Background: an optimization exercise with open tools, aiming at small area, a short achievable clock period and few clock cycles. Do not read the settings as production practice. RTL that was checked went through simulation tests only; none was proved equivalent to the original. Function not checked in runs 3 and 4: the RTL went through the layout flow alone. Power is estimated from default activity; no workload was simulated.

==> design/flow/design.v <==
module sappy_chan (
    input  [4:0]  fe,        
    input  [6:5]  fs,        
    input         iz,        
    input  [31:0] ph,
    input  [3:0]  cy,
    input  [35:0] inc,
    input  [14:0] lfsr,
    input  [1:0]  dsh,       
    input         kind,
    input         rl,        
    output [31:0] ph_n,
    output [3:0]  cy_n,
    output        msk_n,     
    output [14:0] lfsr_n
);
    function [8:0] radd8;
        input [7:0] a;
        input [7:0] b;
        input       c;
        integer i;
        reg cc;
        begin
            cc = c;
            for (i = 0; i < 8; i = i + 1) begin
                radd8[i] = a[i] ^ b[i] ^ cc;
                cc = (a[i] & b[i]) | (cc & (a[i] ^ b[i]));
            end
            radd8[8] = cc;
        end
    endfunction
    wire [4:0] ge = fe & {5{~iz}};
    wire [8:0] s0 = radd8(ph[7:0],   inc[7:0]   & {8{ge[0]}}, 1'b0);
    wire [8:0] s1 = radd8(ph[15:8],  inc[15:8]  & {8{ge[1]}}, cy[0]);
    wire [8:0] s2 = radd8(ph[23:16], inc[23:16] & {8{ge[2]}}, cy[1]);
    wire [8:0] s3 = radd8(ph[31:24], inc[31:24] & {8{ge[3]}}, cy[2]);
    assign ph_n = {s3[7:0], s2[7:0], s1[7:0], s0[7:0]};
    assign cy_n = {s3[8], s2[8], s1[8], s0[8]};
    reg [2:0] lim;
    always @(*) begin
        case (dsh)
            2'd0: lim = 3'd1;
            2'd1: lim = 3'd2;
            2'd2: lim = 3'd4;
            default: lim = 3'd6;
        endcase
    end
    wire sqh = ph[31:29] < lim;
    function [14:0] lstep;
        input [14:0] x;
        input        shrt;
        input integer s;
        reg [22:0] e;
        reg [29:0] y;
        integer j;
        begin
            e[6:0] = x[6:0];
            for (j = 7; j < 23; j = j + 1) e[j] = e[j-7] ^ e[j-6];
            y[14:0] = x;
            for (j = 15; j < 30; j = j + 1) y[j] = y[j-15] ^ y[j-14];
            for (j = 0; j < 15; j = j + 1) begin
                if (shrt && j <= 6) lstep[j] = e[j+s];
                else                lstep[j] = y[j+s];
            end
        end
    endfunction
    wire [3:0]  q  = inc[35:32] & {4{~iz}};
    wire [1:0]  k0 = {1'b0, cy[3]} + ((|q[3:1]) ? 2'd2 : q[1:0]);           
    wire [1:0]  k1 = q <= 4'd2 ? 2'd0 : q >= 4'd5 ? 2'd3 : q[1:0] - 2'd2;     
    wire [1:0]  k2 = q <= 4'd5 ? 2'd0 : q >= 4'd8 ? 2'd3 : q[1:0] - 2'd1;     
    wire [1:0]  k  = fe[4] ? k0 : fs[5] ? k1 : fs[6] ? k2 : 2'd0;
    wire        sh = dsh[0];
    wire [14:0] l1 = k[0] ? lstep(lfsr, sh, 1) : lfsr;
    wire [14:0] l8 = k[1] ? lstep(l1,   sh, 2) : l1;
    assign lfsr_n = l8;
    assign msk_n = rl && (kind ? !l8[0] : sqh);
endmodule
module sappy_voice (
    input             clk,
    input             rst,
    input             cmd_valid,
    output            cmd_ready,
    input      [2:0]  cmd_op,
    input      [3:0]  cmd_ch,
    input      [65:0] cmd_arg,
    output reg        frame_valid,
    output reg [15:0] frame_l,
    output reg [15:0] frame_r,
    output reg [11:0] frame_live
);
    localparam NCH = 12;
    localparam OP_NOTE = 3'd1, OP_MOD = 3'd2, OP_TICK = 3'd3, OP_FRAME = 3'd4, OP_STOP = 3'd5;
    localparam ST_ATT = 2'd0, ST_DEC = 2'd1, ST_SUS = 2'd2, ST_REL = 2'd3;
    localparam PH = 0, CY = 32, MSK = 36, LF = 37, INC = 52, GL = 88, GR = 96,
               RL = 104, KD = 105, DSH = 106;
    localparam KEY = 108, BV = 115, MZ = 125, VE = 126, PAN = 133, VEL = 140,
               GATE = 147, AA = 163, DD = 171, SS = 179, RR = 187, ENV = 195,
               ADSR = 203, DRG = 205, DRI = 206, IZ = 207;
    localparam W = 208;
    function [47:0] csa24;
        input [23:0] a, b, c;
        csa24 = {((a & b) | (a & c) | (b & c)) << 1, a ^ b ^ c};
    endfunction
    function [21:0] mul15x7;
        input [14:0] a;
        input [6:0]  b;
        reg [23:0] p0, p1, p2, p3, p4, p5, p6;
        reg [47:0] x0, x1, x2, x3, x4;
        begin
            p0 = b[0] ? {9'd0, a}       : 24'd0;
            p1 = b[1] ? {8'd0, a, 1'd0} : 24'd0;
            p2 = b[2] ? {7'd0, a, 2'd0} : 24'd0;
            p3 = b[3] ? {6'd0, a, 3'd0} : 24'd0;
            p4 = b[4] ? {5'd0, a, 4'd0} : 24'd0;
            p5 = b[5] ? {4'd0, a, 5'd0} : 24'd0;
            p6 = b[6] ? {3'd0, a, 6'd0} : 24'd0;
            x0 = csa24(p0, p1, p2);
            x1 = csa24(p3, p4, p5);
            x2 = csa24(x0[23:0], x0[47:24], x1[23:0]);
            x3 = csa24(x1[47:24], p6, x2[23:0]);
            x4 = csa24(x2[47:24], x3[23:0], x3[47:24]);
            mul15x7 = x4[21:0] + x4[45:24];
        end
    endfunction
    function [14:0] mul8x7;
        input [7:0] a;
        input [6:0] b;
        reg [23:0] p0, p1, p2, p3, p4, p5, p6;
        reg [47:0] x0, x1, x2, x3, x4;
        begin
            p0 = b[0] ? {16'd0, a}       : 24'd0;
            p1 = b[1] ? {15'd0, a, 1'd0} : 24'd0;
            p2 = b[2] ? {14'd0, a, 2'd0} : 24'd0;
            p3 = b[3] ? {13'd0, a, 3'd0} : 24'd0;
            p4 = b[4] ? {12'd0, a, 4'd0} : 24'd0;
            p5 = b[5] ? {11'd0, a, 5'd0} : 24'd0;
            p6 = b[6] ? {10'd0, a, 6'd0} : 24'd0;
            x0 = csa24(p0, p1, p2);
            x1 = csa24(p3, p4, p5);
            x2 = csa24(x0[23:0], x0[47:24], x1[23:0]);
            x3 = csa24(x1[47:24], p6, x2[23:0]);
            x4 = csa24(x2[47:24], x3[23:0], x3[47:24]);
            mul8x7 = x4[14:0] + x4[38:24];
        end
    endfunction
    function [18:0] mul13x6;
        input [12:0] a;
        input [5:0]  b;
        reg [23:0] p0, p1, p2, p3, p4, p5;
        reg [47:0] x0, x1, x2, x3;
        begin
            p0 = b[0] ? {11'd0, a}       : 24'd0;
            p1 = b[1] ? {10'd0, a, 1'd0} : 24'd0;
            p2 = b[2] ? {9'd0, a, 2'd0}  : 24'd0;
            p3 = b[3] ? {8'd0, a, 3'd0}  : 24'd0;
            p4 = b[4] ? {7'd0, a, 4'd0}  : 24'd0;
            p5 = b[5] ? {6'd0, a, 5'd0}  : 24'd0;
            x0 = csa24(p0, p1, p2);
            x1 = csa24(p3, p4, p5);
            x2 = csa24(x0[23:0], x0[47:24], x1[23:0]);
            x3 = csa24(x2[23:0], x2[47:24], x1[47:24]);
            mul13x6 = x3[18:0] + x3[42:24];
        end
    endfunction
    reg        pend;         
    reg        rdy;          
    reg [2:0]  xop;
    reg [3:0]  xch;
    reg [65:0] xarg;
    assign cmd_ready = rdy;
    wire slow_cmd = (cmd_op == OP_NOTE || cmd_op == OP_MOD) ? (cmd_ch < 4'd12)
                  : (cmd_op == OP_TICK || cmd_op == OP_STOP);
    reg fe0, fe1, fe2, fe3, fe4, fe5;    
    reg fs5, fs6;                        
    reg [1:0] fwait;                     
    reg tt4, tt5;                        
    wire drained = !(fe0 | fe1 | fe2 | fe3 | fe4 | fs5 | fs6);
    wire acc = cmd_valid && rdy;
    reg  [3:0] hc;           
    wire       x_note = pend && xop == OP_NOTE;
    wire       x_mod  = pend && xop == OP_MOD;
    wire       x_tick = pend && xop == OP_TICK;
    wire       x_stop = pend && xop == OP_STOP;
    wire       at_head = hc == xch;
    wire       note_ex = x_note && at_head && drained;
    wire       mod_ex  = x_mod && at_head;
    wire       stop_ex = x_stop && drained;
    wire       clr     = rst || stop_ex;
    reg        tst;          
    reg [11:0] edone;        
    reg [11:0] idone;        
    reg [4:1]  gp;           
    reg [14:1] ip;           
    reg [3:0]  ic;           
    wire       tick_end = tst && (&edone) && (&idone) && !(|ip);
    reg        tokp;         
    wire       tok_go   = (tokp || tick_end) && !(|gp);
    wire       done_ex  = note_ex || mod_ex || stop_ex || tick_end;
    wire [12*W-1:0] CUR;     
    wire [12*W-1:0] NXT;     
    genvar p;
    generate
        for (p = 0; p < NCH; p = p + 1) begin : pos
            reg [W-1:0] r;
            assign CUR[p*W +: W] = r;
            always @(posedge clk) r <= NXT[((p + 1) % NCH)*W +: W];
        end
    endgenerate
    wire [W-1:0] h = CUR[0 +: W];
    wire         h_rl   = h[RL];
    wire [1:0]   h_st   = h[ADSR +: 2];
    wire [15:0]  h_gate = h[GATE +: 16];
    wire [7:0]   h_env  = h[ENV +: 8];
    wire [7:0]   h_a    = h[AA +: 8];
    wire [7:0]   h_d    = h[DD +: 8];
    wire [7:0]   h_s    = h[SS +: 8];
    wire [7:0]   h_r    = h[RR +: 8];
    reg  [1:0]  st_a, st_b;
    reg  [15:0] gate_n;
    reg  [8:0]  env_b;
    reg         live_n;
    always @(*) begin
        st_a   = h_st;
        gate_n = h_gate;
        if (h_st != ST_REL) begin
            if (h_gate == 16'd0) st_a = ST_REL;
            else                 gate_n = h_gate - 16'd1;
        end
        st_b   = st_a;
        env_b  = {1'b0, h_env};
        live_n = h_rl;
        case (st_a)
            ST_ATT: begin
                env_b = h_env + h_a;
                if (env_b > 9'd255) env_b = 9'd255;
                if (env_b == 9'd255) st_b = ST_DEC;
            end
            ST_DEC: begin
                if ({1'b0, h_env} < {1'b0, h_s} + {1'b0, h_d}) env_b = {1'b0, h_s};
                else                                           env_b = h_env - h_d;
                if (env_b[7:0] == h_s) st_b = ST_SUS;
            end
            ST_REL: begin
                if (h_r == 8'd0 || h_env <= h_r) env_b = 9'd0;
                else                             env_b = h_env - h_r;
                if (env_b == 9'd0) live_n = 1'b0;
            end
            default: ;
        endcase
    end
    wire need_g = h_rl && (h[DRG] || st_a != ST_SUS);
    wire ecap   = tst && drained && !edone[hc] && (!need_g || !gp[2]);
    wire gcap   = ecap && need_g;
    wire ivis   = tst && !idone[hc];
    wire icap_t = ivis && h_rl && h[DRI] && ic == 4'd10;
    wire icap_n = note_ex && ic == 4'd10;
    wire icap   = icap_t || icap_n;
    reg  [14:0] R1;          
    reg  [7:0]  R2;          
    reg  [22:0] R3;          
    wire [W-1:0] s11 = CUR[11*W +: W];
    wire [W-1:0] s10 = CUR[10*W +: W];
    wire [W-1:0] s9  = CUR[9*W +: W];
    wire [7:0]  m1a = gp[3] ? R2 : s11[ENV +: 8];
    wire [6:0]  m1b = gp[3] ? (s9[MZ] ? 7'd0 : s9[PAN +: 7]) : s11[VEL +: 7];
    wire [14:0] m1p = mul8x7(m1a, m1b);
    wire [21:0] m2p = mul15x7(R1, s10[MZ] ? 7'd0 : s10[VE +: 7]);
    wire [7:0]  g_r = R3[14:7];
    wire [7:0]  g_l = R3[22:15] - R3[14:7] - {7'd0, |R3[6:0]};
    wire [9:0]  bv_h = h[MZ] ? 10'd0 : h[BV +: 10];
    wire [6:0]  key_h = note_ex ? xarg[6:0] : h[KEY +: 7];
    wire signed [14:0] praw = $signed({2'b00, key_h, 6'd0}) + $signed({{5{bv_h[9]}}, bv_h});
    wire [12:0] pcl  = praw < 0 ? 13'd0 : praw > 15'sd8191 ? 13'd8191 : praw[12:0];
    reg  [12:0] ia_p;        
    reg         ia_k;
    reg  [3:0]  ib_n;        
    reg  [5:0]  ib_f;        
    reg  [12:0] ib_d;        
    reg  [1:0]  ib_j;        
    reg  [1:0]  ib_q;        
    reg  [12:0] ic_d;        
    reg  [21:0] Nq;          
    reg  [1:0]  nq_j;
    reg  [1:0]  nq_q;
    wire [7:0] dm12_a =
        ia_p[12:6] == 7'd0 ? 8'd83 :
        ia_p[12:6] == 7'd1 ? 8'd84 :
        ia_p[12:6] == 7'd2 ? 8'd85 :
        ia_p[12:6] == 7'd3 ? 8'd86 :
        ia_p[12:6] == 7'd4 ? 8'd87 :
        ia_p[12:6] == 7'd5 ? 8'd88 :
        ia_p[12:6] == 7'd6 ? 8'd89 :
        ia_p[12:6] == 7'd7 ? 8'd90 :
        ia_p[12:6] == 7'd8 ? 8'd91 :
        ia_p[12:6] == 7'd9 ? 8'd96 :
        ia_p[12:6] == 7'd10 ? 8'd97 :
        ia_p[12:6] == 7'd11 ? 8'd98 :
        ia_p[12:6] == 7'd12 ? 8'd99 :
        ia_p[12:6] == 7'd13 ? 8'd100 :
        ia_p[12:6] == 7'd14 ? 8'd101 :
        ia_p[12:6] == 7'd15 ? 8'd102 :
        ia_p[12:6] == 7'd16 ? 8'd103 :
        ia_p[12:6] == 7'd17 ? 8'd104 :
        ia_p[12:6] == 7'd18 ? 8'd105 :
        ia_p[12:6] == 7'd19 ? 8'd106 :
        ia_p[12:6] == 7'd20 ? 8'd107 :
        ia_p[12:6] == 7'd21 ? 8'd112 :
        ia_p[12:6] == 7'd22 ? 8'd113 :
        ia_p[12:6] == 7'd23 ? 8'd114 :
        ia_p[12:6] == 7'd24 ? 8'd115 :
        ia_p[12:6] == 7'd25 ? 8'd116 :
        ia_p[12:6] == 7'd26 ? 8'd117 :
        ia_p[12:6] == 7'd27 ? 8'd118 :
        ia_p[12:6] == 7'd28 ? 8'd119 :
        ia_p[12:6] == 7'd29 ? 8'd120 :
        ia_p[12:6] == 7'd30 ? 8'd121 :
        ia_p[12:6] == 7'd31 ? 8'd122 :
        ia_p[12:6] == 7'd32 ? 8'd123 :
        ia_p[12:6] == 7'd33 ? 8'd128 :
        ia_p[12:6] == 7'd34 ? 8'd129 :
        ia_p[12:6] == 7'd35 ? 8'd130 :
        ia_p[12:6] == 7'd36 ? 8'd131 :
        ia_p[12:6] == 7'd37 ? 8'd132 :
        ia_p[12:6] == 7'd38 ? 8'd133 :
        ia_p[12:6] == 7'd39 ? 8'd134 :
        ia_p[12:6] == 7'd40 ? 8'd135 :
        ia_p[12:6] == 7'd41 ? 8'd136 :
        ia_p[12:6] == 7'd42 ? 8'd137 :
        ia_p[12:6] == 7'd43 ? 8'd138 :
        ia_p[12:6] == 7'd44 ? 8'd139 :
        ia_p[12:6] == 7'd45 ? 8'd144 :
        ia_p[12:6] == 7'd46 ? 8'd145 :
        ia_p[12:6] == 7'd47 ? 8'd146 :
        ia_p[12:6] == 7'd48 ? 8'd147 :
        ia_p[12:6] == 7'd49 ? 8'd148 :
        ia_p[12:6] == 7'd50 ? 8'd149 :
        ia_p[12:6] == 7'd51 ? 8'd150 :
        ia_p[12:6] == 7'd52 ? 8'd151 :
        ia_p[12:6] == 7'd53 ? 8'd152 :
        ia_p[12:6] == 7'd54 ? 8'd153 :
        ia_p[12:6] == 7'd55 ? 8'd154 :
        ia_p[12:6] == 7'd56 ? 8'd155 :
        ia_p[12:6] == 7'd57 ? 8'd160 :
        ia_p[12:6] == 7'd58 ? 8'd161 :
        ia_p[12:6] == 7'd59 ? 8'd162 :
        ia_p[12:6] == 7'd60 ? 8'd163 :
        ia_p[12:6] == 7'd61 ? 8'd164 :
        ia_p[12:6] == 7'd62 ? 8'd165 :
        ia_p[12:6] == 7'd63 ? 8'd166 :
        ia_p[12:6] == 7'd64 ? 8'd167 :
        ia_p[12:6] == 7'd65 ? 8'd168 :
        ia_p[12:6] == 7'd66 ? 8'd169 :
        ia_p[12:6] == 7'd67 ? 8'd170 :
        ia_p[12:6] == 7'd68 ? 8'd171 :
        ia_p[12:6] == 7'd69 ? 8'd176 :
        ia_p[12:6] == 7'd70 ? 8'd177 :
        ia_p[12:6] == 7'd71 ? 8'd178 :
        ia_p[12:6] == 7'd72 ? 8'd179 :
        ia_p[12:6] == 7'd73 ? 8'd180 :
        ia_p[12:6] == 7'd74 ? 8'd181 :
        ia_p[12:6] == 7'd75 ? 8'd182 :
        ia_p[12:6] == 7'd76 ? 8'd183 :
        ia_p[12:6] == 7'd77 ? 8'd184 :
        ia_p[12:6] == 7'd78 ? 8'd185 :
        ia_p[12:6] == 7'd79 ? 8'd186 :
        ia_p[12:6] == 7'd80 ? 8'd187 :
        ia_p[12:6] == 7'd81 ? 8'd192 :
        ia_p[12:6] == 7'd82 ? 8'd193 :
        ia_p[12:6] == 7'd83 ? 8'd194 :
        ia_p[12:6] == 7'd84 ? 8'd195 :
        ia_p[12:6] == 7'd85 ? 8'd196 :
        ia_p[12:6] == 7'd86 ? 8'd197 :
        ia_p[12:6] == 7'd87 ? 8'd198 :
        ia_p[12:6] == 7'd88 ? 8'd199 :
        ia_p[12:6] == 7'd89 ? 8'd200 :
        ia_p[12:6] == 7'd90 ? 8'd201 :
        ia_p[12:6] == 7'd91 ? 8'd202 :
        ia_p[12:6] == 7'd92 ? 8'd203 :
        ia_p[12:6] == 7'd93 ? 8'd208 :
        ia_p[12:6] == 7'd94 ? 8'd209 :
        ia_p[12:6] == 7'd95 ? 8'd210 :
        ia_p[12:6] == 7'd96 ? 8'd211 :
        ia_p[12:6] == 7'd97 ? 8'd212 :
        ia_p[12:6] == 7'd98 ? 8'd213 :
        ia_p[12:6] == 7'd99 ? 8'd214 :
        ia_p[12:6] == 7'd100 ? 8'd215 :
        ia_p[12:6] == 7'd101 ? 8'd216 :
        ia_p[12:6] == 7'd102 ? 8'd217 :
        ia_p[12:6] == 7'd103 ? 8'd218 :
        ia_p[12:6] == 7'd104 ? 8'd219 :
        ia_p[12:6] == 7'd105 ? 8'd224 :
        ia_p[12:6] == 7'd106 ? 8'd225 :
        ia_p[12:6] == 7'd107 ? 8'd226 :
        ia_p[12:6] == 7'd108 ? 8'd227 :
        ia_p[12:6] == 7'd109 ? 8'd228 :
        ia_p[12:6] == 7'd110 ? 8'd229 :
        ia_p[12:6] == 7'd111 ? 8'd230 :
        ia_p[12:6] == 7'd112 ? 8'd231 :
        ia_p[12:6] == 7'd113 ? 8'd232 :
        ia_p[12:6] == 7'd114 ? 8'd233 :
        ia_p[12:6] == 7'd115 ? 8'd234 :
        ia_p[12:6] == 7'd116 ? 8'd235 :
        ia_p[12:6] == 7'd117 ? 8'd240 :
        ia_p[12:6] == 7'd118 ? 8'd241 :
        ia_p[12:6] == 7'd119 ? 8'd242 :
        ia_p[12:6] == 7'd120 ? 8'd243 :
        ia_p[12:6] == 7'd121 ? 8'd244 :
        ia_p[12:6] == 7'd122 ? 8'd245 :
        ia_p[12:6] == 7'd123 ? 8'd246 :
        ia_p[12:6] == 7'd124 ? 8'd247 :
        ia_p[12:6] == 7'd125 ? 8'd248 :
        ia_p[12:6] == 7'd126 ? 8'd249 :
        8'd250;
    wire [12:0] tdif_a =
        dm12_a[3:0] == 4'd0 ? 13'd3897 :
        dm12_a[3:0] == 4'd1 ? 13'd4129 :
        dm12_a[3:0] == 4'd2 ? 13'd4374 :
        dm12_a[3:0] == 4'd3 ? 13'd4634 :
        dm12_a[3:0] == 4'd4 ? 13'd4910 :
        dm12_a[3:0] == 4'd5 ? 13'd5202 :
        dm12_a[3:0] == 4'd6 ? 13'd5511 :
        dm12_a[3:0] == 4'd7 ? 13'd5839 :
        dm12_a[3:0] == 4'd8 ? 13'd6186 :
        dm12_a[3:0] == 4'd9 ? 13'd6554 :
        dm12_a[3:0] == 4'd10 ? 13'd6943 :
        13'd7357;
    wire [21:0] t22_n =
        ib_n == 4'd0 ? 22'd1441792 :
        ib_n == 4'd1 ? 22'd1527526 :
        ib_n == 4'd2 ? 22'd1618364 :
        ib_n == 4'd3 ? 22'd1714592 :
        ib_n == 4'd4 ? 22'd1816540 :
        ib_n == 4'd5 ? 22'd1924560 :
        ib_n == 4'd6 ? 22'd2039004 :
        ib_n == 4'd7 ? 22'd2160246 :
        ib_n == 4'd8 ? 22'd2288704 :
        ib_n == 4'd9 ? 22'd2424796 :
        ib_n == 4'd10 ? 22'd2568984 :
        22'd2721730;
    wire [4:0]  e_a  = {1'b0, dm12_a[7:4]} + (ia_k ? 5'd5 : 5'd0);
    wire [1:0]  j_a  = 2'd0 - e_a[1:0];
    wire [5:0]  sq_a = (6'd19 + {1'b0, e_a}) >> 2;   
    wire [18:0] df   = mul13x6(ib_d, ib_f);
    wire [21:0] Nd   = t22_n + {5'd0, ic_d, 4'd0} + {7'd0, ic_d, 2'd0} + {8'd0, ic_d, 1'b0};
    reg  [42:0] Z;           
    reg  [42:0] Z0;
    always @(*) begin
        case (nq_j)
            2'd0: Z0 = {1'd0, Nq, 20'd0};
            2'd1: Z0 = {2'd0, Nq, 19'd0};
            2'd2: Z0 = {3'd0, Nq, 18'd0};
            default: Z0 = {4'd0, Nq, 17'd0};
        endcase
    end
    function [42:0] dstep2;
        input [42:0] z;
        reg [8:0] t;
        begin
            t = {z[42:36], z[35:34]};
            if (t >= 9'd225)      dstep2 = {t[6:0] - 7'd97, z[33:0], 2'd3};    
            else if (t >= 9'd150) dstep2 = {t[6:0] - 7'd22, z[33:0], 2'd2};    
            else if (t >= 9'd75)  dstep2 = {t[6:0] - 7'd75, z[33:0], 2'd1};
            else                  dstep2 = {t[6:0], z[33:0], 2'd0};
        end
    endfunction
    wire zload = (ip[7] && nq_q == 2'd0) || (ip[6] && nq_q == 2'd1) ||
                 (ip[5] && nq_q == 2'd2) || (ip[4] && nq_q == 2'd3);
    wire signed [9:0] ve_raw = $signed({3'b000, xarg[22:16]}) + $signed(xarg[31:23]);
    wire [6:0] ve_new = ve_raw < 0 ? 7'd0 : ve_raw > 10'sd127 ? 7'd127 : ve_raw[6:0];
    generate
        for (p = 0; p < NCH; p = p + 1) begin : lk
            wire [W-1:0] c = CUR[p*W +: W];
            wire [31:0] ph_n;
            wire [3:0]  cy_n;
            wire        msk_n;
            wire [14:0] lf_n;
            sappy_chan u_ch (
                .fe({fe4, fe3, fe2, fe1, fe0}), .fs({fs6, fs5}), .iz(c[IZ]),
                .ph(c[PH +: 32]), .cy(c[CY +: 4]), .inc(c[INC +: 36]),
                .lfsr(c[LF +: 15]), .dsh(c[DSH +: 2]), .kind(c[KD]), .rl(c[RL]),
                .ph_n(ph_n), .cy_n(cy_n), .msk_n(msk_n), .lfsr_n(lf_n)
            );
            reg [W-1:0] n;
            always @(*) begin
                n = c;
                n[PH +: 32] = ph_n;
                n[CY +: 4]  = cy_n;
                n[MSK]      = msk_n;
                n[LF +: 15] = lf_n;
                if (p == 0) begin
                    if (note_ex) begin
                        n[PH +: 32]  = 32'd0;
                        n[CY +: 4]   = 4'd0;
                        n[LF +: 15]  = 15'h7FFF;
                        n[IZ]        = 1'b1;
                        n[GL +: 8]   = 8'd0;
                        n[GR +: 8]   = 8'd0;
                        n[RL]        = 1'b1;
                        n[KD]        = xarg[30];
                        n[DSH +: 2]  = xarg[30] ? {1'b0, xarg[33]} : xarg[32:31];
                        n[KEY +: 7]  = xarg[6:0];
                        n[VEL +: 7]  = xarg[13:7];
                        n[GATE +: 16] = xarg[29:14];
                        n[AA +: 8]   = xarg[41:34];
                        n[DD +: 8]   = xarg[49:42];
                        n[SS +: 8]   = xarg[57:50];
                        n[RR +: 8]   = xarg[65:58];
                        n[ENV +: 8]  = 8'd0;
                        n[ADSR +: 2] = ST_ATT;
                        n[DRG]       = 1'b1;
                        n[DRI]       = !icap_n;
                    end
                    if (mod_ex) begin
                        n[BV +: 10]  = {{3{xarg[6]}}, xarg[6:0]} + {{3{xarg[6]}}, xarg[6:0]}
                                     + {xarg[15], xarg[15:7]};
                        n[VE +: 7]   = ve_new;
                        n[PAN +: 7]  = xarg[38:32];
                        n[MZ]        = 1'b0;
                        n[DRG]       = 1'b1;
                        n[DRI]       = 1'b1;
                    end
                    if (ecap) begin
                        n[ENV +: 8]   = env_b[7:0];
                        n[GATE +: 16] = gate_n;
                        n[ADSR +: 2]  = st_b;
                        n[RL]         = live_n;
                        if (gcap) n[DRG] = 1'b0;
                        if (live_n) n[IZ] = 1'b0;
                    end
                    if (icap_t) n[DRI] = 1'b0;
                end
                if (p == 8 && gp[4]) begin
                    n[GL +: 8] = g_l;
                    n[GR +: 8] = g_r;
                end
                if (p == 10 && ip[14]) n[INC +: 36] = Z[35:0];
                if (clr) n[RL] = 1'b0;
                if (rst) n[MZ] = 1'b1;
            end
            assign NXT[p*W +: W] = n;
        end
    endgenerate
    reg slow;
    integer sq;
    always @(*) begin
        slow = 1'b0;
        for (sq = 0; sq < NCH; sq = sq + 1)
            if (CUR[sq*W + RL] && CUR[sq*W + KD] && !CUR[sq*W + IZ] &&
                (CUR[sq*W + INC + 35] || CUR[sq*W + INC + 34] || (CUR[sq*W + INC + 33] && CUR[sq*W + INC + 32])))
                slow = 1'b1;
    end
    wire       pend_n  = pend ? !done_ex : (acc && slow_cmd);
    wire [1:0] fwait_n = (acc && cmd_op == OP_FRAME && slow) ? 2'd2 : (fwait == 2'd0 ? 2'd0 : fwait - 2'd1);
    reg  [23:0] ml [0:11];
    reg  [23:0] mr [0:11];
    reg  [47:0] yl0, yl1, yl2, yl3, yl4, yl5, yl6, yl7, yl8, yl9;
    reg  [47:0] yr0, yr1, yr2, yr3, yr4, yr5, yr6, yr7, yr8, yr9;
    integer q;
    always @(*) begin
        for (q = 0; q < NCH; q = q + 1) begin
            if (tt4 ? CUR[q*W + RL] : CUR[q*W + MSK]) begin
                ml[q] = {16'd0, CUR[q*W + GL +: 8]};
                mr[q] = {16'd0, CUR[q*W + GR +: 8]};
            end else begin
                ml[q] = 24'd0;
                mr[q] = 24'd0;
            end
        end
        yl0 = csa24(ml[0], ml[1], ml[2]);
        yl1 = csa24(ml[3], ml[4], ml[5]);
        yl2 = csa24(ml[6], ml[7], ml[8]);
        yl3 = csa24(ml[9], ml[10], ml[11]);
        yl4 = csa24(yl0[23:0], yl0[47:24], yl1[23:0]);
        yl5 = csa24(yl1[47:24], yl2[23:0], yl2[47:24]);
        yl6 = csa24(yl3[23:0], yl3[47:24], yl4[23:0]);
        yl7 = csa24(yl4[47:24], yl5[23:0], yl5[47:24]);
        yl8 = csa24(yl6[23:0], yl6[47:24], yl7[23:0]);
        yl9 = csa24(yl8[23:0], yl8[47:24], yl7[47:24]);
        yr0 = csa24(mr[0], mr[1], mr[2]);
        yr1 = csa24(mr[3], mr[4], mr[5]);
        yr2 = csa24(mr[6], mr[7], mr[8]);
        yr3 = csa24(mr[9], mr[10], mr[11]);
        yr4 = csa24(yr0[23:0], yr0[47:24], yr1[23:0]);
        yr5 = csa24(yr1[47:24], yr2[23:0], yr2[47:24]);
        yr6 = csa24(yr3[23:0], yr3[47:24], yr4[23:0]);
        yr7 = csa24(yr4[47:24], yr5[23:0], yr5[47:24]);
        yr8 = csa24(yr6[23:0], yr6[47:24], yr7[23:0]);
        yr9 = csa24(yr8[23:0], yr8[47:24], yr7[47:24]);
    end
    wire [11:0] sum_l = yl9[11:0] + yl9[35:24];
    wire [11:0] sum_r = yr9[11:0] + yr9[35:24];
    reg [11:0] hl, hr, tl, tr;
    reg [11:0] livef;
    wire signed [21:0] out_l = $signed({2'b00, hl, 8'd0}) - $signed({10'd0, hl}) - $signed({3'b000, tl, 7'd0});
    wire signed [21:0] out_r = $signed({2'b00, hr, 8'd0}) - $signed({10'd0, hr}) - $signed({3'b000, tr, 7'd0});
    function [15:0] sat16;
        input signed [21:0] v;
        sat16 = v > 22'sd32767 ? 16'h7FFF : v < -22'sd32768 ? 16'h8000 : v[15:0];
    endfunction
    always @(posedge clk) begin
        hl <= sum_l;
        hr <= sum_r;
        frame_l <= sat16(out_l);
        frame_r <= sat16(out_r);
        frame_live <= livef;
        R1 <= m1p;
        R2 <= m2p[21:14];
        R3 <= {R2, m1p};
        Z <= zload ? Z0 : dstep2(dstep2(Z));
        ia_p <= pcl;
        ia_k <= note_ex ? xarg[30] : h[KD];
        if (ip[1]) begin
            ib_n <= dm12_a[3:0];
            ib_f <= ia_p[5:0];
            ib_d <= tdif_a;
            ib_j <= j_a;
            ib_q <= sq_a[1:0] - 2'd2;
        end
        ic_d <= df[18:6];
        if (ip[3]) begin
            Nq   <= Nd;
            nq_j <= ib_j;
            nq_q <= ib_q;
        end
        if (rst) begin
            pend <= 1'b0;
            rdy  <= 1'b1;
            fe0 <= 1'b0; fe1 <= 1'b0; fe2 <= 1'b0; fe3 <= 1'b0; fe4 <= 1'b0; fe5 <= 1'b0;
            fs5 <= 1'b0; fs6 <= 1'b0;
            fwait <= 2'd0;
            frame_valid <= 1'b0;
            tt4 <= 1'b0; tt5 <= 1'b0;
            tokp <= 1'b0;
            tl <= 12'd0; tr <= 12'd0;
            hc <= 4'd0;
            tst <= 1'b0;
            gp <= 4'd0;
            ip <= 14'd0;
            ic <= 4'd10;
            livef <= 12'd0;
        end else begin
            if (rdy) begin
                xop  <= cmd_op;
                xch  <= cmd_ch;
                xarg <= cmd_arg;
            end
            pend  <= pend_n;
            fwait <= fwait_n;
            rdy   <= !pend_n && fwait_n == 2'd0;
            fe0 <= acc && cmd_op == OP_FRAME;
            fe1 <= fe0; fe2 <= fe1; fe3 <= fe2; fe4 <= fe3; fe5 <= fe4;
            fs5 <= fe4 && slow; fs6 <= fs5;
            frame_valid <= fe5;
            tt4 <= note_ex || stop_ex || tok_go;
            tokp <= (tokp || tick_end) && !tok_go;
            tt5 <= tt4;
            if (tt5) begin
                tl <= hl;
                tr <= hr;
            end
            hc <= hc == 4'd11 ? 4'd0 : hc + 4'd1;
            if (x_tick && !tst) begin
                tst   <= 1'b1;
                edone <= 12'd0;
                idone <= 12'd0;
            end else if (tick_end) begin
                tst <= 1'b0;
            end else begin
                if (ecap) edone[hc] <= 1'b1;
                if (ivis && (!h_rl || !h[DRI] || icap_t)) idone[hc] <= 1'b1;
            end
            gp <= {gp[3:1], gcap};
            ip <= {ip[13:1], icap};
            ic <= icap ? 4'd1 : (ic == 4'd10 ? 4'd10 : ic + 4'd1);
            if (stop_ex) livef <= 12'd0;
            else if (note_ex) livef[xch] <= 1'b1;
            else if (ecap) livef[hc] <= live_n;
        end
    end
endmodule
==> design/flow/flow/run.sh <==
#!/bin/bash
# Own layout flow: the standard flow (standard.sh, with its unchanged
# synthesis, floorplan, power grid, placement and routing) with two changes:
#  - the port buffers that buffer_ports inserts are buf_4 cells instead of
#    the default delay-cell buffers;
#  - clock tree synthesis runs without dummy loads.
# All tool output goes to standard.log here and to the ORFS logs under orfs/.
set -euo pipefail
export BUFFER_PORTS_ARGS="-buffer_cell sky130_fd_sc_hd__buf_4"
export CTS_ARGS="-sink_clustering_enable -repair_clock_nets -dont_use_dummy_load -sink_clustering_size 25 -sink_clustering_max_diameter 80"
bash standard.sh > standard.log 2>&1
==> design/flow/standard.sh <==
#!/bin/bash
# synth_recipe.tcl (not shown) runs the flow's synth.tcl, then flattens the netlist and writes it again
# the make line also repeats each setting of config.mk as NAME=value (left out here)
make -C /OpenROAD-flow-scripts/flow DESIGN_CONFIG=/design/flow/config.mk WORK_HOME=/design/flow/orfs CLKGATE_MAP_FILE= SYNTH_SCRIPT=/design/flow/synth_recipe.tcl "${@:-finish}"
==> design/flow/config.mk <==
export PLATFORM = sky130hd
export DESIGN_NAME = sappy_voice
export DESIGN_NICKNAME = sappy_voice
export VERILOG_FILES = /design/flow/design.v
export SDC_FILE = /design/flow/constraint.sdc
export NUM_CORES = 8
export LEC_CHECK = 0
export CAP_MARGIN = 20
export CORE_MARGIN = 2
export CORE_UTILIZATION = 50
export PLACE_DENSITY = 0.65
export SLEW_MARGIN = 20
==> design/flow/constraint.sdc <==
create_clock -name core_clock -period 24.0 [get_ports {clk}]
set_input_delay 4.8000 -clock core_clock [delete_from_list [all_inputs] [get_ports {clk}]]
set_output_delay 4.8000 -clock core_clock [all_outputs]
set_load 0.01 [all_outputs]
==> impl_metrics.tcl, run 1 <==
set metrics [dict create \
    die_h_um 467 \
    cp.required_ns 19.20 \
    grt_pass1_vias 62100 \
    path_clk_slew_ns 0.09 \
    arrival_ns 1.58 \
    vias 59900 \
    final_antenna_net_count 0 \
    grt_max_degree 63 \
    grt_pass1_wl_um 343000 \
    drv_slew 0 \
    ioPinCount 122 \
    grt_setup_unrepaired "false" \
    status "complete, no violations" \
    dieArea_mm2 0.218 \
    wirelength_um 215000 \
    clk_latency_ns 0.85 \
    syn_to_final_growth_pct 7.62 \
    clock_path_buffers 3 \
    drive_gt1_frac 0.0644 \
    period_share 0.266 \
    row_count 169 \
    antenna_found_initial 17 \
    cts_tree "built" \
    start_util 0.504 \
    path_class "flop to output pin" \
    wl_per_cell_um 17.9 \
    synth-seq-area-share 0.555 \
    fmax_mhz 157 \
    ctsResizeCount 0 \
    dp_hpwl_um 161000 \
    ys_ff_latch 2892 \
    worst_pin_slew_ns 1.16 \
    p_per_area_mw_per_mm2 70.1 \
    vias_per_cell 4.98 \
    worstPathCellList "buf_4" \
    critPathMaxStageDelay_ns 0.55 \
    maxCapViolCount 0 \
    grt_use_total 0.200 \
    relSlewSlack 0.226 \
    numCtsBuffers 151 \
    fin_nets 10300 \
    tns_ns 0 \
    hold_viol_final 0 \
    p_total_uw 8080 \
    drcViolationCount 0 \
    path_delay_family "flip-flops" \
    root_buffer "clkbuf_16" \
    overflow 0 \
    synth_flop_cell "dfxtp_1" \
    end_kind "output pin" \
    holdCritPathClass "flop to flop" \
    syn_area_per_cell_um2 11.8 \
    setup-violations-final 0 \
    chipWidth_um 467 \
    max-vdd-ir-drop_mv 0.0783 \
    clock_skew_ns 0.103 \
    crit_slowest_cell "dfxtp_1" \
    syn_nets 10200 \
    ys_warn_count 4 \
    io_buffers 121 \
    total_leakage_power_uw 0.0502 \
    h-tree-depth 4 \
    fin_crit_ns 6.38 \
    synth_area_mm2 0.107 \
    firstDrtPassIters 5 \
    synthCells 9080 \
    post_cts_buffers 0 \
    ys_types 97 \
    gp_congestion 0.866 \
    clock_sinks 2892 \
    crit_buf_inv 1 \
    path_max_fanout 3 \
    cp-start-kind "flop" \
    drt-initial-drc-count 3241 \
    cts-hold-fix-buffers 0 \
    synth_edf_count 149 \
    async_flop_share 0 \
    core_area_mm2 0.213 \
]
Yosys cell counts (88+ instances only):
| master | n | share of area |
|---|---|---|
| edfxtp_1 | 149 | 0.042 |
| ha_1 | 339 | 0.040 |
| nor3_1 | 88 | 0.0041 |
| o21ai_0 | 255 | 0.012 |
| nand2_1 | 544 | 0.019 |
| dfxtp_1 | 2743 | 0.51 |
| clkbuf_1 | 196 | 0.0069 |
| a21oi_1 | 286 | 0.013 |
| mux2_2 | 137 | 0.014 |
| fa_1 | 704 | 0.13 |
| xnor2_1 | 150 | 0.012 |
| nor2b_1 | 328 | 0.019 |
| mux2i_1 | 324 | 0.030 |
| nor2_1 | 432 | 0.015 |
| inv_1 | 959 | 0.034 |
| and2_1 | 547 | 0.032 |
per-layer routing:
metal	vias to the layer above	wire (µm)	track usage
met4	4	6480	0.0607
met5	-	23	0
li1	29200	-	-
met2	914	102000	0.336
met1	29400	98300	0.269
met3	317	7670	0.0261
cell families (layout without fill, tap and decap cells):
kind of cell	Yosys count	count (layout)	share of synthesized area
flops	2892	2892	0.555
simple gates	2272	2272	0.109
buf+inv	1187	1298	0.0419
fa+ha+maj	1043	1043	0.171
compound gates	1000	1000	0.0591
mux	467	467	0.0460
xor+xnor	219	219	0.0180
other cells	0	8	0
per-stage QoR:
step	instance area, µm²	utilization	cells	setup slack [ns]	hold WS (ns)
floorplan	107000	-	9080	15.09	0.310
global placement	111000	0.524	11900	16.94	0.310
detailed placement	111000	0.524	11900	16.90	0.312
CTS	115000	0.542	12000	17.56	0.254
global route	115000	0.542	12000	17.30	0.247
finish	115000	0.542	12000	17.62	0.258
final cells by class:
type / count / area (µm²)
diodes: 8 / 20.0
clock buffers: 151 / 3780
fillers: 18000 / 97300
inverters: 963 / 3610
multi-input cells: 5001 / 43500
flip-flops and latches: 2892 / 59400
well taps: 2821 / 3530
repair buffers: 184 / 1400
registers in the layout, indices dropped and copies added (netlist names), 13 cells and up:
signal   cells
ib_d        13
R3          23
ip          14
pos.r     2496
ic_d        13
frame_l     16
xarg        66
Nq          21
Z           43
ia_p        13
frame_r     16
placed cells by master, fill, tap and decap left out, types with 47 or more instances in the layout:
cell type  Yosys  final
o211ai_1      48     48
xor2_1        68     68
nor2b_1      328    326
a211oi_1      57     57
buf_4          1    180
nand2b_1      58     58
o21ai_0      255    255
mux2_2       137    137
nor2_1       432    432
a21oi_1      286    285
a21o_1        47     47
fa_1         704    704
ha_1         339    339
dfxtp_1     2743   2741
nor3_1        88     88
clkbuf_16      0    151
nand2_1      544    544
xnor2_1      150    150
inv_1        959    959
nand3_1       78     77
and2_1       547    547
edfxtp_1     149    149
mux2i_1      324    312
path summary, 6_finish.rpt:
path,cells past startpoint,to,slack [ns],start
setup / recovery,1,cmd_ready,17.62,rdy
hold / removal,0,pos[9].r[141],0.26,pos[10].r[141]
setup reg to reg,23,hr[10],17.76,tt4
hold reg to reg,0,pos[9].r[141],0.26,pos[10].r[141]
power by group:
part           total, µW  switching (µW)  leakage [µW]  internal [µW]
clock network       2560            1440       0.00186           1120
registers           5000            81.9        0.0235           4920
logic                518             306        0.0248            212
total               8080            1830        0.0502           6250
Testbench counts, summed over its fixed seeds: cycles 164,037.
==> inputs of run 2 (changes only) <==
--- a/design/flow/flow/run.sh
+++ b/design/flow/flow/run.sh
@@ -7,5 +7,5 @@
 # All tool output goes to standard.log here and to the ORFS logs under orfs/.
 set -euo pipefail
 export BUFFER_PORTS_ARGS="-buffer_cell sky130_fd_sc_hd__buf_4"
-export CTS_ARGS="-sink_clustering_enable -repair_clock_nets -dont_use_dummy_load -sink_clustering_size 25 -sink_clustering_max_diameter 80"
+export CTS_ARGS="-sink_clustering_enable -repair_clock_nets -dont_use_dummy_load"
 bash standard.sh > standard.log 2>&1
==> impl_metrics.tcl, run 2 <==
set metrics [dict create \
    status "complete, no violations" \
    grt_setup_unrepaired "false" \
    dp_hpwl_um 161000 \
    path_class "flop to output pin" \
    fillers 17600 \
    period_share 0.269 \
    synth_edf_count 149 \
    final_antenna_net_count 0 \
    vias_per_cell 5.01 \
    cts-hold-fix-buffers 0 \
    critPathMaxStageDelay_ns 0.55 \
    yosysTopAreaCellShare 0.513 \
    ioPinCount 122 \
    crit_slowest_cell "dfxtp_1" \
    start_util 0.504 \
    fmax_mhz 155 \
    drt-initial-drc-count 3350 \
    clock_skew_ns 0.0786 \
    root_buffer "clkbuf_16" \
    crit_buf_inv 1 \
    synth.most_common_cell "dfxtp_1" \
    io_buffers 121 \
    drive_gt1_frac 0.0795 \
    ctsResizeCount 0 \
    path_max_fanout 3 \
    row_count 169 \
    p_total_uw 9420 \
    synthCells 9080 \
    cp-startpoint "rdy" \
    multiInputGateArea_mm2 0.0435 \
    fin_nets 10500 \
    wl_per_cell_um 18.0 \
    arrival_ns 1.66 \
    synth_common_cells "dfxtp_1 (2,743), inv_1 (959), fa_1 (704)" \
    max-vdd-ir-drop_mv 0.0745 \
    fin_crit_ns 6.46 \
    clock_path_buffers 4 \
    synth_flop_cell "dfxtp_1" \
    yosys.area.top_type "dfxtp_1" \
    top_regs "pos.r: 2496 flops, xarg: 66 flops, Z: 43 flops" \
    hold_viol_final 0 \
    core_area_mm2 0.213 \
    path_clk_slew_ns 0.06 \
    overflow 0 \
    cp-start-kind "flop" \
    largest_reg_flops 2496 \
    largest-register "pos.r" \
    holdCritPathClass "flop to flop" \
    path_delay_family "flip-flops" \
    syn_to_final_growth_pct 11.2 \
    p_per_area_mw_per_mm2 79.1 \
    grt_pass1_wl_um 351000 \
    dp_slack_ns 16.90 \
    syn_area_per_cell_um2 11.8 \
    synth_area_mm2 0.107 \
    total_leakage_power_uw 0.0521 \
    rr_startpoint "tt4" \
    maxCapViolCount 0 \
    drv_slew 0 \
    worstPathCellList "buf_4" \
    ys_types 97 \
    grt_max_degree 63 \
    layout_commonest_cell "dfxtp_1" \
    firstDrtPassIters 6 \
    ys_ff_latch 2892 \
    dieArea_mm2 0.218 \
    setup_ws_ns 17.54 \
    tns_ns 0 \
    seqCellArea_mm2 0.0594 \
    h-tree-depth 5 \
    clk_latency_ns 0.95 \
    clock_sinks 2892 \
    grt_pass1_vias 64100 \
    synth-seq-area-share 0.555 \
    synth.area.top_cells "dfxtp_1 (51%), fa_1 (13%), edfxtp_1 (4.2%)" \
    dpl_cell_area_mm2 0.111 \
    fin_area_mm2 0.119 \
    worst_pin_slew_ns 1.19 \
    gp_congestion 0.866 \
    antenna_found_initial 14 \
    drcViolationCount 0 \
    grt_use_total 0.205 \
    setup-violations-final 0 \
    vias 61000 \
    ys_warn_count 4 \
    numCtsBuffers 303 \
    cts_tree "built" \
    wirelength_um 219000 \
    syn_nets 10200 \
    async_flop_share 0 \
    post_cts_buffers 0 \
    relSlewSlack 0.204 \
    die_h_um 467 \
    cp.required_ns 19.20 \
    hp-start "pos[6].r[134]" \
    end_kind "output pin" \
    chipWidth_um 467 \
    layout_common_cells "dfxtp_1 (2,741), inv_1 (959), fa_1 (704)" \
]
run 2: metrics by stage:
| stage | hold WS (ns) | utilization | std cells |
|---|---|---|---|
| final | 0.254 | 0.560 | 12200 |
| after global routing | 0.263 | 0.560 | 12200 |
| after CTS | 0.261 | 0.560 | 12200 |
| after detailed placement | 0.312 | 0.524 | 11900 |
| after global placement | 0.310 | 0.524 | 11900 |
| after floorplan | 0.310 | - | 9080 |
run 2: layer usage:
| metal | global-route usage | wire length (µm) | part of all wire | vias to the layer above |
|---|---|---|---|---|
| met5 | 0 | 16 | 0.000073 | - |
| met2 | 0.339 | 104000 | 0.47 | 1112 |
| li1 | - | - | - | 29600 |
| met1 | 0.270 | 99100 | 0.45 | 29800 |
| met4 | 0.0783 | 8150 | 0.037 | 2 |
| met3 | 0.0316 | 8250 | 0.038 | 459 |
run 2: cell type report:
class	instances	area share
clock buffers	303	0.0637
diodes	8	0.000168
multi-input cells	5001	0.365
repair buffers	184	0.0118
well taps	2821	0.0296
flip-flops and latches	2892	0.499
inverters	963	0.0304
run 2: kinds of logic after synthesis:
logic type / count (synthesis) / share of synthesized area
flip-flops: 2892 / 0.555
AND/OR/NAND/NOR: 2272 / 0.109
buffers and inverters: 1187 / 0.0419
adder cells (fa/ha/maj): 1043 / 0.171
AO/OA/AOI/OAI: 1000 / 0.0591
multiplexers: 467 / 0.0460
XOR/XNOR: 219 / 0.0180
run 2: worst reg2reg max path: cells and delay by family, from the launching register on:
family | cells | cell delay [ns]
simple gates | 3 | 0.29
mux | 1 | 0.30
fa+ha+maj | 6 | 2.84
compound gates | 7 | 1.22
flops | 1 | 0.92
buf+inv | 5 | 0.51
run 2: path summary, 6_finish.rpt:
kind         depth (start not counted)  slack (ns)       endpoint
max                                  1       17.54      cmd_ready
min                                  0        0.25  pos[5].r[134]
max reg2reg                         22       17.78         hr[11]
min reg2reg                          0        0.25  pos[5].r[134]
run 2: report_power, final:
part / internal, µW / total (µW) / switching [µW]
logic: 212 / 519 / 307
registers: 4930 / 5010 / 82.1
clock network: 2210 / 3880 / 1670
total: 7350 / 9420 / 2060
==> inputs of run 3 (changes only) <==
--- a/design/flow/design.v
+++ b/design/flow/design.v
@@ -143,25 +143,6 @@
             mul8x7 = x4[14:0] + x4[38:24];
         end
     endfunction
-    function [18:0] mul13x6;
-        input [12:0] a;
-        input [5:0]  b;
-        reg [23:0] p0, p1, p2, p3, p4, p5;
-        reg [47:0] x0, x1, x2, x3;
-        begin
-            p0 = b[0] ? {11'd0, a}       : 24'd0;
-            p1 = b[1] ? {10'd0, a, 1'd0} : 24'd0;
-            p2 = b[2] ? {9'd0, a, 2'd0}  : 24'd0;
-            p3 = b[3] ? {8'd0, a, 3'd0}  : 24'd0;
-            p4 = b[4] ? {7'd0, a, 4'd0}  : 24'd0;
-            p5 = b[5] ? {6'd0, a, 5'd0}  : 24'd0;
-            x0 = csa24(p0, p1, p2);
-            x1 = csa24(p3, p4, p5);
-            x2 = csa24(x0[23:0], x0[47:24], x1[23:0]);
-            x3 = csa24(x2[23:0], x2[47:24], x1[47:24]);
-            mul13x6 = x3[18:0] + x3[42:24];
-        end
-    endfunction
     reg        pend;         
     reg        rdy;          
     reg [2:0]  xop;
@@ -182,8 +163,10 @@
     wire       x_tick = pend && xop == OP_TICK;
     wire       x_stop = pend && xop == OP_STOP;
     wire       at_head = hc == xch;
+    wire [3:0] hc6     = hc >= 4'd6 ? hc - 4'd6 : hc + 4'd6;    
+    wire       at_six  = hc6 == xch;
     wire       note_ex = x_note && at_head && drained;
-    wire       mod_ex  = x_mod && at_head;
+    wire       mod_ex  = x_mod && (at_head || at_six);
     wire       stop_ex = x_stop && drained;
     wire       clr     = rst || stop_ex;
     reg        tst;          
@@ -249,12 +232,12 @@
         endcase
     end
     wire need_g = h_rl && (h[DRG] || st_a != ST_SUS);
-    wire ecap   = tst && drained && !edone[hc] && (!need_g || !gp[2]);
-    wire gcap   = ecap && need_g;
     wire ivis   = tst && !idone[hc];
     wire icap_t = ivis && h_rl && h[DRI] && ic == 4'd10;
     wire icap_n = note_ex && ic == 4'd10;
     wire icap   = icap_t || icap_n;
+    wire ecap   = tst && drained && !edone[hc] && (!need_g || (!gp[2] && !icap_t));
+    wire gcap   = ecap && need_g;
     reg  [14:0] R1;          
     reg  [7:0]  R2;          
     reg  [22:0] R3;          
@@ -264,7 +247,8 @@
     wire [7:0]  m1a = gp[3] ? R2 : s11[ENV +: 8];
     wire [6:0]  m1b = gp[3] ? (s9[MZ] ? 7'd0 : s9[PAN +: 7]) : s11[VEL +: 7];
     wire [14:0] m1p = mul8x7(m1a, m1b);
-    wire [21:0] m2p = mul15x7(R1, s10[MZ] ? 7'd0 : s10[VE +: 7]);
+    reg  [6:0]  mB;          
+    wire [21:0] m2p = mul15x7(R1, mB);
     wire [7:0]  g_r = R3[14:7];
     wire [7:0]  g_l = R3[22:15] - R3[14:7] - {7'd0, |R3[6:0]};
     wire [9:0]  bv_h = h[MZ] ? 10'd0 : h[BV +: 10];
@@ -274,8 +258,6 @@
     reg  [12:0] ia_p;        
     reg         ia_k;
     reg  [3:0]  ib_n;        
-    reg  [5:0]  ib_f;        
-    reg  [12:0] ib_d;        
     reg  [1:0]  ib_j;        
     reg  [1:0]  ib_q;        
     reg  [12:0] ic_d;        
@@ -440,7 +422,6 @@
     wire [4:0]  e_a  = {1'b0, dm12_a[7:4]} + (ia_k ? 5'd5 : 5'd0);
     wire [1:0]  j_a  = 2'd0 - e_a[1:0];
     wire [5:0]  sq_a = (6'd19 + {1'b0, e_a}) >> 2;   
-    wire [18:0] df   = mul13x6(ib_d, ib_f);
     wire [21:0] Nd   = t22_n + {5'd0, ic_d, 4'd0} + {7'd0, ic_d, 2'd0} + {8'd0, ic_d, 1'b0};
     reg  [42:0] Z;           
     reg  [42:0] Z0;
@@ -467,6 +448,7 @@
                  (ip[5] && nq_q == 2'd2) || (ip[4] && nq_q == 2'd3);
     wire signed [9:0] ve_raw = $signed({3'b000, xarg[22:16]}) + $signed(xarg[31:23]);
     wire [6:0] ve_new = ve_raw < 0 ? 7'd0 : ve_raw > 10'sd127 ? 7'd127 : ve_raw[6:0];
+    wire [9:0] bv_new = {{3{xarg[6]}}, xarg[6:0]} + {{3{xarg[6]}}, xarg[6:0]} + {xarg[15], xarg[15:7]};
     generate
         for (p = 0; p < NCH; p = p + 1) begin : lk
             wire [W-1:0] c = CUR[p*W +: W];
@@ -510,15 +492,6 @@
                         n[DRG]       = 1'b1;
                         n[DRI]       = !icap_n;
                     end
-                    if (mod_ex) begin
-                        n[BV +: 10]  = {{3{xarg[6]}}, xarg[6:0]} + {{3{xarg[6]}}, xarg[6:0]}
-                                     + {xarg[15], xarg[15:7]};
-                        n[VE +: 7]   = ve_new;
-                        n[PAN +: 7]  = xarg[38:32];
-                        n[MZ]        = 1'b0;
-                        n[DRG]       = 1'b1;
-                        n[DRI]       = 1'b1;
-                    end
                     if (ecap) begin
                         n[ENV +: 8]   = env_b[7:0];
                         n[GATE +: 16] = gate_n;
@@ -529,6 +502,14 @@
                     end
                     if (icap_t) n[DRI] = 1'b0;
                 end
+                if ((p == 0 && x_mod && at_head) || (p == 6 && x_mod && at_six)) begin
+                    n[BV +: 10]  = bv_new;
+                    n[VE +: 7]   = ve_new;
+                    n[PAN +: 7]  = xarg[38:32];
+                    n[MZ]        = 1'b0;
+                    n[DRG]       = 1'b1;
+                    n[DRI]       = 1'b1;
+                end
                 if (p == 8 && gp[4]) begin
                     n[GL +: 8] = g_l;
                     n[GR +: 8] = g_r;
@@ -603,7 +584,8 @@
         frame_l <= sat16(out_l);
         frame_r <= sat16(out_r);
         frame_live <= livef;
-        R1 <= m1p;
+        R1 <= ip[1] ? {2'd0, tdif_a} : m1p;
+        mB <= ip[1] ? {1'b0, ia_p[5:0]} : (s11[MZ] ? 7'd0 : s11[VE +: 7]);
         R2 <= m2p[21:14];
         R3 <= {R2, m1p};
         Z <= zload ? Z0 : dstep2(dstep2(Z));
@@ -611,12 +593,10 @@
         ia_k <= note_ex ? xarg[30] : h[KD];
         if (ip[1]) begin
             ib_n <= dm12_a[3:0];
-            ib_f <= ia_p[5:0];
-            ib_d <= tdif_a;
             ib_j <= j_a;
             ib_q <= sq_a[1:0] - 2'd2;
         end
-        ic_d <= df[18:6];
+        ic_d <= m2p[18:6];
         if (ip[3]) begin
             Nq   <= Nd;
             nq_j <= ib_j;
@@ -639,7 +619,7 @@
             ic <= 4'd10;
             livef <= 12'd0;
         end else begin
-            if (rdy) begin
+            if (!pend) begin
                 xop  <= cmd_op;
                 xch  <= cmd_ch;
                 xarg <= cmd_arg;
==> design/flow/flow/run.sh (replaced) <==
#!/bin/bash
set -euo pipefail
export BUFFER_PORTS_ARGS="-buffer_cell sky130_fd_sc_hd__buf_4"
export CTS_ARGS="-sink_clustering_enable -repair_clock_nets -dont_use_dummy_load -sink_clustering_size 25 -sink_clustering_max_diameter 80"
bash standard.sh > standard.log 2>&1
==> impl_metrics.tcl, run 3 <==
set metrics [dict create \
    status "complete, no violations" \
    layout_common_cells "dfxtp_1 (2,755), inv_1 (908), fa_1 (659)" \
    rr_startpoint "tt4" \
    yosysTopAreaCellShare 0.526 \
    clock_skew_ns 0.128 \
    holdCritPathClass "flop to flop" \
    worstPathCellList "buf_4" \
    ys_warn_count 4 \
    synth_compound_area_frac 0.0599 \
    multiInputGateArea_mm2 0.0419 \
    cp-start-kind "flop" \
    p_per_area_mw_per_mm2 70.6 \
    synthCells 8895 \
    synth_area_mm2 0.105 \
    row_count 168 \
    wirelength_um 208000 \
    drcViolationCount 0 \
    fmax_mhz 154 \
    dp_hpwl_um 154000 \
    io_buffers 121 \
    cp.required_ns 19.20 \
    largest-register "pos.r" \
    yosys.area.top_type "dfxtp_1" \
    ys_ff_latch 2890 \
    synth_top_family_by_area "adder cells" \
    p_total_uw 7980 \
    seqCellArea_mm2 0.0592 \
    crit_buf_inv 1 \
    cts-hold-fix-buffers 0 \
    max-vdd-ir-drop_mv 0.0708 \
    grt_use_total 0.196 \
    chipWidth_um 463 \
    grt_setup_unrepaired "false" \
    tns_ns 0 \
    synth-seq-area-share 0.563 \
    grt_max_degree 74 \
    syn_area_per_cell_um2 11.8 \
    drt-initial-drc-count 3617 \
    vias 58700 \
    grt_pass1_wl_um 334000 \
    ys_types 95 \
    start_util 0.502 \
    overflow 0 \
    synthXorXnorAreaFrac 0.0187 \
    relSlewSlack 0.259 \
    synth_flop_cell "dfxtp_1" \
    die_h_um 463 \
    antenna_found_initial 5 \
    syn_to_final_growth_pct 7.67 \
    clk_latency_ns 0.85 \
    synthAdderAreaFrac 0.164 \
    synth_edf_count 130 \
    synthMuxAreaShare 0.0489 \
    hold_viol_final 0 \
    root_buffer "clkbuf_16" \
    r2r_end "hl[10]" \
    drv_slew 0 \
    gp_congestion 0.875 \
    firstDrtPassIters 6 \
    numCtsBuffers 150 \
    total_leakage_power_uw 0.0497 \
    hp-start "pos[6].r[90]" \
    final_antenna_net_count 0 \
    dieArea_mm2 0.214 \
    critPathMaxStageDelay_ns 0.56 \
    arrival_ns 1.68 \
    core_area_mm2 0.209 \
    drive_gt1_frac 0.0651 \
    fin_crit_ns 6.48 \
    post_cts_buffers 0 \
    top_regs "pos.r: 2496 flops, xarg: 66 flops, Z: 43 flops" \
    synth_common_cells "dfxtp_1 (2,760), inv_1 (908), fa_1 (659)" \
    maxCapViolCount 0 \
    grt_pass1_vias 61000 \
    async_flop_share 0 \
    r2r_slack_ns 17.90 \
    path_class "flop to output pin" \
    syn_nets 9953 \
    synth.most_common_cell "dfxtp_1" \
    crit_slowest_cell "dfxtp_1" \
    end_kind "output pin" \
    wl_per_cell_um 17.6 \
    fin_nets 10100 \
    clock_path_buffers 3 \
    worst_pin_slew_ns 1.08 \
    hold_depth 0 \
    ioPinCount 122 \
    reg2reg_depth 24 \
    h-tree-depth 4 \
    largest_reg_flops 2496 \
    ctsResizeCount 0 \
    min_to "pos[5].r[90]" \
    setup-violations-final 0 \
    period_share 0.270 \
    fillers 17900 \
    path_max_fanout 2 \
    cts_tree "built" \
    layout_commonest_cell "dfxtp_1" \
    path_clk_slew_ns 0.09 \
    yosys.area_share.simple 0.105 \
    vias_per_cell 4.97 \
    path_delay_family "flip-flops" \
    clock_sinks 2890 \
    synth.area.top_cells "dfxtp_1 (53%), fa_1 (13%), ha_1 (3.8%)" \
]
==> run 3: changes by cell type after synthesis, moves of 17 or more <==
cell and change:
and2_1 -69, mux2_2 +28, a21oi_1 +35, inv_1 -51
dfxtp_1 +17, edfxtp_1 -19, fa_1 -45
==> run 3: layout make-up <==
| cell class | instances | area share |
|---|---|---|
| Antenna cell | 7 | 0.000155 |
| Clock buffer | 150 | 0.0332 |
| Inverter | 909 | 0.0301 |
| Multi-Input combinational cell | 4871 | 0.370 |
| Sequential cell | 2890 | 0.523 |
| Tap cell | 2805 | 0.0310 |
| Timing Repair Buffer | 180 | 0.0123 |
==> run 3: through the flow <==
stage | std cells | hold slack, ns | cell area, µm² | util | setup slack [ns]
after detailed placement | 11700 | 0.312 | 109000 | 0.522 | 17.20
after CTS | 11800 | 0.285 | 113000 | 0.540 | 17.48
after global routing | 11800 | 0.285 | 113000 | 0.540 | 17.47
after floorplan | 8895 | 0.310 | 105000 | - | 15.06
after global placement | 11700 | 0.310 | 109000 | 0.522 | 17.31
final | 11800 | 0.288 | 113000 | 0.541 | 17.52
==> run 3: cells by family after synthesis <==
| logic type | count (synthesis) |
|---|---|
| AO/OA/AOI/OAI | 1012 |
| XOR/XNOR | 223 |
| adder cells (fa/ha/maj) | 982 |
| buffers and inverters | 1134 |
| flip-flops | 2890 |
| multiplexers | 485 |
| AND/OR/NAND/NOR | 2169 |
==> run 3: worst max-delay path by stage <==
stage	start	to	slack [ns]	cells past startpoint
6_report	rdy	cmd_ready	17.52	1
5_1_grt	tt4	hl[10]	17.47	24
4_1_cts	rdy	cmd_ready	17.48	1
3_5_place_dp	rst	livef[2]	17.20	5
3_3_place_gp	rst	livef[6]	17.31	5
2_1_floorplan	rst	xarg[0]	15.06	4
==> run 3: where the power goes <==
part	total (µW)	switching, µW	leakage [µW]	internal, µW
sequential	4970	64.7	0.0235	4910
clock	2530	1420	0.00185	1110
combinational	481	294	0.0243	187
==> run 3: per-layer routing <==
layer | global-route usage | vias to the layer above | wire [µm]
met3 | 0.0241 | 303 | 7660
met2 | 0.321 | 1013 | 95800
met5 | 0 | - | 13
li1 | - | 28700 | -
met1 | 0.276 | 28700 | 99300
met4 | 0.0532 | 2 | 5190
==> inputs of run 4 (changes only) <==
==> design/flow/flow/run.sh (replaced) <==
#!/bin/bash
set -euo pipefail
export BUFFER_PORTS_ARGS="-buffer_cell sky130_fd_sc_hd__buf_4"
export CTS_ARGS="-sink_clustering_enable -repair_clock_nets -dont_use_dummy_load -sink_clustering_size 25 -sink_clustering_max_diameter 80"
export SETUP_SLACK_MARGIN=18.0
bash standard.sh > standard.log 2>&1
==> impl_metrics.tcl, run 4 <==
set metrics [dict create \
    cts-hold-fix-buffers 0 \
    layout_commonest_cell "dfxtp_1" \
    fin_crit_ns 6.21 \
    dpl_cell_area_mm2 0.109 \
    h-tree-depth 4 \
    grt_pass1_wl_um 333000 \
    drv_slew 0 \
    seqCellArea_mm2 0.0592 \
    cp.required_ns 19.20 \
    p_total_uw 7990 \
    synth-seq-area-share 0.563 \
    clock_skew_ns 0.0962 \
    hp-start "pos[3].r[145]" \
    syn_area_per_cell_um2 11.8 \
    path_max_fanout 2 \
    path_delay_family "flip-flops" \
    arrival_ns 1.41 \
    worstPathCellList "buf_8" \
    drt-initial-drc-count 3709 \
    cts_tree "built" \
    rr_startpoint "gp[3]" \
    setup_ws_ns 17.79 \
    gp_congestion 0.861 \
    vias_per_cell 4.98 \
    io_buffers 121 \
    period_share 0.259 \
    firstDrtPassIters 6 \
    fin_area_mm2 0.113 \
    row_count 168 \
    synth_edf_count 130 \
    die_h_um 463 \
    path_clk_slew_ns 0.09 \
    total_leakage_power_uw 0.0497 \
    root_buffer "clkbuf_16" \
    clock_path_buffers 3 \
    max-vdd-ir-drop_mv 0.0810 \
    holdCritPathClass "flop to flop" \
    cp-startpoint "rdy" \
    synthCells 8895 \
    fmax_mhz 161 \
    largest_reg_flops 2496 \
    clock_sinks 2890 \
    syn_to_final_growth_pct 7.83 \
    chipWidth_um 463 \
    start_util 0.502 \
    dp_slack_ns 17.27 \
    relSlewSlack 0.285 \
    numCtsBuffers 149 \
    worst_pin_slew_ns 1.07 \
    dieArea_mm2 0.214 \
    grt_use_total 0.196 \
    synth_common_cells "dfxtp_1 (2,760), inv_1 (908), fa_1 (659)" \
    hold_viol_final 0 \
    syn_nets 9953 \
    clk_latency_ns 0.86 \
    maxCapViolCount 0 \
    crit_buf_inv 1 \
    synth_area_mm2 0.105 \
    p_per_area_mw_per_mm2 70.5 \
    synth.area.top_cells "dfxtp_1 (53%), fa_1 (13%), ha_1 (3.8%)" \
    grt_pass1_vias 60800 \
    ys_ff_latch 2890 \
    layout_common_cells "dfxtp_1 (2,701), inv_1 (908), fa_1 (659)" \
    dp_hpwl_um 154000 \
    stdcell_count 11800 \
    wl_per_cell_um 17.5 \
    grt_max_degree 73 \
    tns_ns 0 \
    core_area_mm2 0.209 \
    drcViolationCount 0 \
    synth_flop_cell "dfxtp_1" \
    end_kind "output pin" \
    largest-register "pos.r" \
    wirelength_um 207000 \
    ioPinCount 122 \
    drive_gt1_frac 0.0709 \
    synth.most_common_cell "dfxtp_1" \
    antenna_found_initial 4 \
    multiInputGateArea_mm2 0.0419 \
    crit_slowest_cell "dfxtp_4" \
    fillers 18000 \
    path_class "flop to output pin" \
    grt_setup_unrepaired "true" \
    critPathMaxStageDelay_ns 0.39 \
    yosys.area.top_type "dfxtp_1" \
    final_antenna_net_count 0 \
    status "complete, no violations" \
    vias 58800 \
    ys_types 95 \
    placedCellCount 11700 \
    overflow 0 \
    ys_warn_count 4 \
    fin_nets 10100 \
    top_regs "pos.r: 2496 flops, xarg: 66 flops, Z: 43 flops" \
    cp-start-kind "flop" \
    yosysTopAreaCellShare 0.526 \
    setup-violations-final 0 \
    async_flop_share 0 \
]
[run 4: layout make-up]
class | count | share of cell area
antenna | 4 | 0.0000883
clock buffer | 149 | 0.0329
inverter | 909 | 0.0301
multi-input combinational | 4871 | 0.370
sequential | 2890 | 0.523
tap | 2805 | 0.0310
timing repair buffer | 178 | 0.0134
[run 4: timing repair]
| item | in CTS | in global routing |
|---|---|---|
| endpoints found under the setup margin | 50 | 57 |
| setup buffers | 1 | 0 |
| gates resized for setup | 91 | 16 |
| pin swaps | 0 | 1 |
| hold endpoints to repair | 0 | 0 |
[run 4: cells by family (layout without fill, tap and decap cells)]
group	Yosys count	in the layout	synth area share
adder cells (fa/ha/maj)	982	982	0.164
other	0	4	0
multiplexers	485	485	0.0489
flip-flops	2890	2890	0.563
AO/OA/AOI/OAI	1012	1012	0.0599
AND/OR/NAND/NOR	2169	2169	0.105
XOR/XNOR	223	223	0.0187
buffers and inverters	1134	1236	0.0409
[run 4: power by group]
group	internal, µW	leakage, µW	switching [µW]
registers	4910	0.0235	66.2
clock network	1110	0.00184	1430
logic	187	0.0243	290
total	6200	0.0497	1790
[run 4: metrics by stage]
step | hold slack, ns | util
2_1_floorplan | 0.310 | -
4_1_cts | 0.269 | 0.541
3_5_place_dp | 0.312 | 0.522
3_3_place_gp | 0.309 | 0.522
5_1_grt | 0.278 | 0.541
6_report | 0.280 | 0.541
[run 4: final timing paths]
path | endpoint | cells after the start | slack [ns]
max | cmd_ready | 1 | 17.79
min | pos[2].r[145] | 0 | 0.28
max reg2reg | R1[14] | 22 | 18.33
min reg2reg | pos[2].r[145] | 0 | 0.28
[run 4: per-layer routing]
layer | vias up | routed length [µm] | track usage
li1 | 28700 | - | -
met1 | 28900 | 99300 | 0.275
met2 | 955 | 95100 | 0.320
met3 | 261 | 7340 | 0.0240
met4 | 0 | 5060 | 0.0521
met5 | - | 0 | 0

==> static timing again, ports no longer ideal <==
How much do the figures lean on ideal ports? The routed layouts below were timed once more, with nothing changed but the port constraints.
Step 1, drivers: a clkbuf_16 drives clk and a buf_2 each remaining input, both assumed.
Step 2 times the ports against the registers' clock, not the clock port: input delays grow and output delays shrink by t, the midpoint of the rising clock arrivals with the driver on.
a / b / c = ideal / step 1 / step 2; a / b = the first two.
run	t (ns)	slack for setup (ns)	clock arrival spread, ns
run 1	0.885	17.624 / 17.537 / 16.916	0.107 / 0.108
run 2	0.986	17.540 / 17.456 / 16.868	0.109 / 0.109
run 3	0.876	17.522 / 17.434 / 17.669	0.136 / 0.136
run 4	0.892	17.791 / 17.705 / 17.311	0.121 / 0.121
After both steps every run listed still meets setup and hold. For run 1, which loses most, drivers alone change the setup slack by -0.087 ns; drivers and shift together by -0.708 ns.
